Source: an optimization exercise on an open RTL-to-GDS flow (aim: small area and a short achievable clock period). Production flows keep margins and buffers that such runs may drop. Where RTL was checked, it was by simulation tests only, not by an equivalence proof against the original. Power is estimated from default activity; no workload was simulated.

== lane 1 ==
Design pkt_framer, start of the top module:
module pkt_framer (
    input             clk,
    input             rst,
    input             op_valid,
    input      [15:0] op_word,
    output            op_ready,
    output reg        res_valid,
    output reg [7:0]  res_data,
    input             rx_valid,
    input      [7:0]  rx_data,
    output            rx_ready,
    input             tx_line_ready,
    output reg        tx_valid,
    output reg [7:0]  tx_data
);
For scale: roughly 7000 cells after synthesis, about 80000 sq um of cells after synthesis.
clock: 8.0 ns
lec_check: 0
cap_margin: 20
core_margin: 2
core_utilization: 40
cts_cluster_diameter: 100
cts_cluster_size: 30
place_density: 0.7
setup_slack_margin: 4.5
slew_margin: 20
synth_hierarchical: 1
standard.sh (not shown) runs the stock make flow with config.mk's settings and CLKGATE_MAP_FILE= SYNTH_SCRIPT=/design/flow/synth_recipe.tcl, a recipe that flattens the netlist after the stock synthesis.
==> flow/flow/run.sh <==
#!/bin/bash
# The standard layout (standard.sh), with two changes:
#  - the ports are buffered by plain buffers instead of the delay cell that
#    buffer_ports picks by default;
#  - the ports rx_valid, op_ready and tx_line_ready (the only combinational
#    input-to-output path) are placed next to each other (flow/pins.tcl,
#    sourced by ORFS before place_pins).
# standard.sh writes the ORFS logs under orfs/logs; its own output goes to
# standard.log here.
set -e
export BUFFER_PORTS_ARGS="-buffer_cell sky130_fd_sc_hd__buf_4"
export PRE_IO_PLACEMENT_TCL="$PWD/flow/pins.tcl"
bash standard.sh > standard.log 2>&1
==> flow/flow/pins.tcl <==
# Keep the ports of the one combinational input-to-output path (rx_valid,
# tx_line_ready -> op_ready) next to each other on the die edge.
set_io_pin_constraint -pin_names {rx_valid op_ready tx_line_ready} -group -order
Lane 1 finished all stages; the layout is clean.
What lane 2 does differently from lane 1 at the input level:
# lane 1
export LEC_CHECK = 0
export CAP_MARGIN = 20
export CORE_MARGIN = 2
export CORE_UTILIZATION = 40
export CTS_CLUSTER_DIAMETER = 100
export CTS_CLUSTER_SIZE = 30
export PLACE_DENSITY = 0.7
export SETUP_SLACK_MARGIN = 4.5
export SLEW_MARGIN = 20
export SYNTH_HIERARCHICAL = 1
create_clock -name core_clock -period 8.0 [get_ports {clk}]
# lane 2
export LEC_CHECK = 0
export CAP_MARGIN = 20
export CORE_MARGIN = 2
export CORE_UTILIZATION = 40
export CTS_CLUSTER_DIAMETER = 100
export CTS_CLUSTER_SIZE = 30
export SETUP_SLACK_MARGIN = 4.5
export SLEW_MARGIN = 20
export SYNTH_HIERARCHICAL = 1
create_clock -name core_clock -period 8.0 [get_ports {clk}]
==> flow/flow/run.sh <==
#!/bin/bash
# The standard layout (standard.sh), with the ports buffered by plain
# buffers instead of the delay cell that buffer_ports picks by default.
# standard.sh writes the ORFS logs under orfs/logs; its own output goes to
# standard.log here.
set -e
export BUFFER_PORTS_ARGS="-buffer_cell sky130_fd_sc_hd__buf_4"
bash standard.sh > standard.log 2>&1
removed: flow/flow/pins.tcl
Results
| antenna cell count | higher: lane 1 |. In lane 2 the highest achievable clock rate turned out 4.0 MHz higher than in lane 1. Cmp lane 2 and lane 1 / combined area of the multi-input logic cells / higher: lane 2. Lane 2 and lane 1 ended up with roughly the same total power of the final layout. Between lane 1 and lane 2, the sequential share of layout area does not differ in any meaningful way. Setup slack in lane 2 is larger than in lane 1. Compared with lane 1, lane 2 improves number of vias after detailed routing. tx_head[3] as the endpoint of the worst setup timing path was reported by lane 1, and op_ready by lane 2. Comparing lane 2 and lane 1, the lower total wirelength of the detailed-routed design was measured on lane 1. Lane 2 and lane 1 ended up with nearly the same design area. Diff lane 1 -> lane 2 | filler cell count | increase of about 0.9%.

* * *

## v6
pkt_framer, a different RTL version from the one above (not shown whole).
Size: ~6,800 cells after synthesis, roughly 49 I/O pins, ~80,000 sq um of cells after synthesis.
Settings: LEC_CHECK=0, CAP_MARGIN=20, CORE_MARGIN=2, CORE_UTILIZATION=40, CTS_CLUSTER_DIAMETER=100, CTS_CLUSTER_SIZE=30, SETUP_SLACK_MARGIN=4.4, SLEW_MARGIN=20, SYNTH_HIERARCHICAL=1; clock period 8.0 ns.
run.sh (not shown) runs the stock make flow with config.mk's settings and CLKGATE_MAP_FILE= SYNTH_SCRIPT=/design/flow/synth_recipe.tcl, a recipe that flattens the netlist after the stock synthesis.
Stock flow here: none of the scripts above is used.
Input changes introduced in v7 (baseline for comparison: v6):
# v6
export LEC_CHECK = 0
export CAP_MARGIN = 20
export CORE_MARGIN = 2
export CORE_UTILIZATION = 40
export CTS_CLUSTER_DIAMETER = 100
export CTS_CLUSTER_SIZE = 30
export SETUP_SLACK_MARGIN = 4.4
export SLEW_MARGIN = 20
export SYNTH_HIERARCHICAL = 1
create_clock -name core_clock -period 8.0 [get_ports {clk}]
# v7
export LEC_CHECK = 0
export CAP_MARGIN = 20
export CORE_MARGIN = 2
export CORE_UTILIZATION = 40
export SETUP_SLACK_MARGIN = 4.3
export SLEW_MARGIN = 20
export SYNTH_HIERARCHICAL = 1
create_clock -name core_clock -period 8.0 [get_ports {clk}]
Results
The final layout from v7, which completed every stage, passed the timing, DRC and antenna checks at the end of the flow.
met3 routed wirelength is higher on v7
v6 → v7: power dissipated by switching net loads has increased; minimum clock period after layout has increased; total number of vias has increased.
The final reports for v7 and v6 show clock power higher in the former.
No functional check of the RTL was part of any run of this note.

* * *

Another version of the RTL of pkt_framer (not shown whole).
Size in the first run: about 49 I/O pins, roughly 80000 µm² of cells after synthesis.
clock: 8.0 ns
lec_check: 0
cap_margin: 20
core_margin: 2
core_utilization: 40
cts_cluster_diameter: 100
cts_cluster_size: 30
place_density: 0.7
setup_slack_margin: 4.5
slew_margin: 20
synth_hierarchical: 1
standard.sh (not shown) runs the stock make flow with config.mk's settings and CLKGATE_MAP_FILE= SYNTH_SCRIPT=/design/flow/synth_recipe.tcl, a recipe that flattens the netlist after the stock synthesis.
==> flow/flow/run.sh <==
#!/bin/bash
# The standard layout (standard.sh), with the ports buffered by plain
# buffers instead of the delay cell that buffer_ports picks by default.
# standard.sh writes the ORFS logs under orfs/logs; its own output goes to
# standard.log here.
set -e
export BUFFER_PORTS_ARGS="-buffer_cell sky130_fd_sc_hd__buf_4"
bash standard.sh > standard.log 2>&1
The baseline went through all stages and came out clean.
Change:
--- a/flow/config.mk
+++ b/flow/config.mk
@@ -13 +12,0 @@
-export PLACE_DENSITY = 0.7
Result:
- combinational power came out higher by about 3%
- routed wire length goes up by about 4%
- design area goes up by about 0.7%
- power went up by about 1.1%
- worst setup slack gets better by 0.013 ns
- clock skew shrinks by 0.0038 ns
- maximum frequency is higher by 0.37%
- non-clock buffer count increases by 17
- clock-buffer cell count is lower by 1
- cell count is about the same

==> static timing again, ports no longer ideal <==
Ports are ideal in the flow. The routed layouts listed here were re-timed in OpenROAD. Step 1 (the two cells are an assumption about what drives the block):
set clk [get_ports {clk}]
set_driving_cell -lib_cell sky130_fd_sc_hd__clkbuf_16 $clk
set_driving_cell -lib_cell sky130_fd_sc_hd__buf_2 [delete_from_list [all_inputs] $clk]
Step 2 moves the port delays by t, midway between the first and last clock arrival at a register: inputs arrive t later, outputs are due t later. That takes back most of the time a late clock gives input paths. a / b / c = ideal / step 1 / step 2; a / b = the first two.
| run | t (ns) | setup WS [ns] | worst setup path at the end | latest minus earliest clock arrival (ns) | cell pins on the clock port's net |
|---|---|---|---|---|---|
| lane 1 | 0.836 | 4.336 / 4.336 / 3.598 | input to register | 0.054 / 0.054 | 1 |
| lane 2 | 0.841 | 4.388 / 4.340 / 3.677 | input to register | 0.047 / 0.047 | 1 |
| v6 | 0.839 | 4.264 / 4.264 / 3.527 | input to register | 0.045 / 0.045 | 1 |
| v7 | 0.944 | 4.159 / 4.159 / 3.421 | input to register | 0.075 / 0.076 | 1 |
| the first run of note 3 | 0.845 | 4.382 / 4.381 / 3.593 | input to register | 0.044 / 0.044 | 1 |
| the second run of note 3 | 0.839 | 4.395 / 4.372 / 3.630 | input to register | 0.041 / 0.041 | 1 |
After both steps setup and hold are still met in every run listed. For the first run of note 3, which loses most, drivers alone change the setup slack by -0.001 ns; drivers and shift together by -0.789 ns.
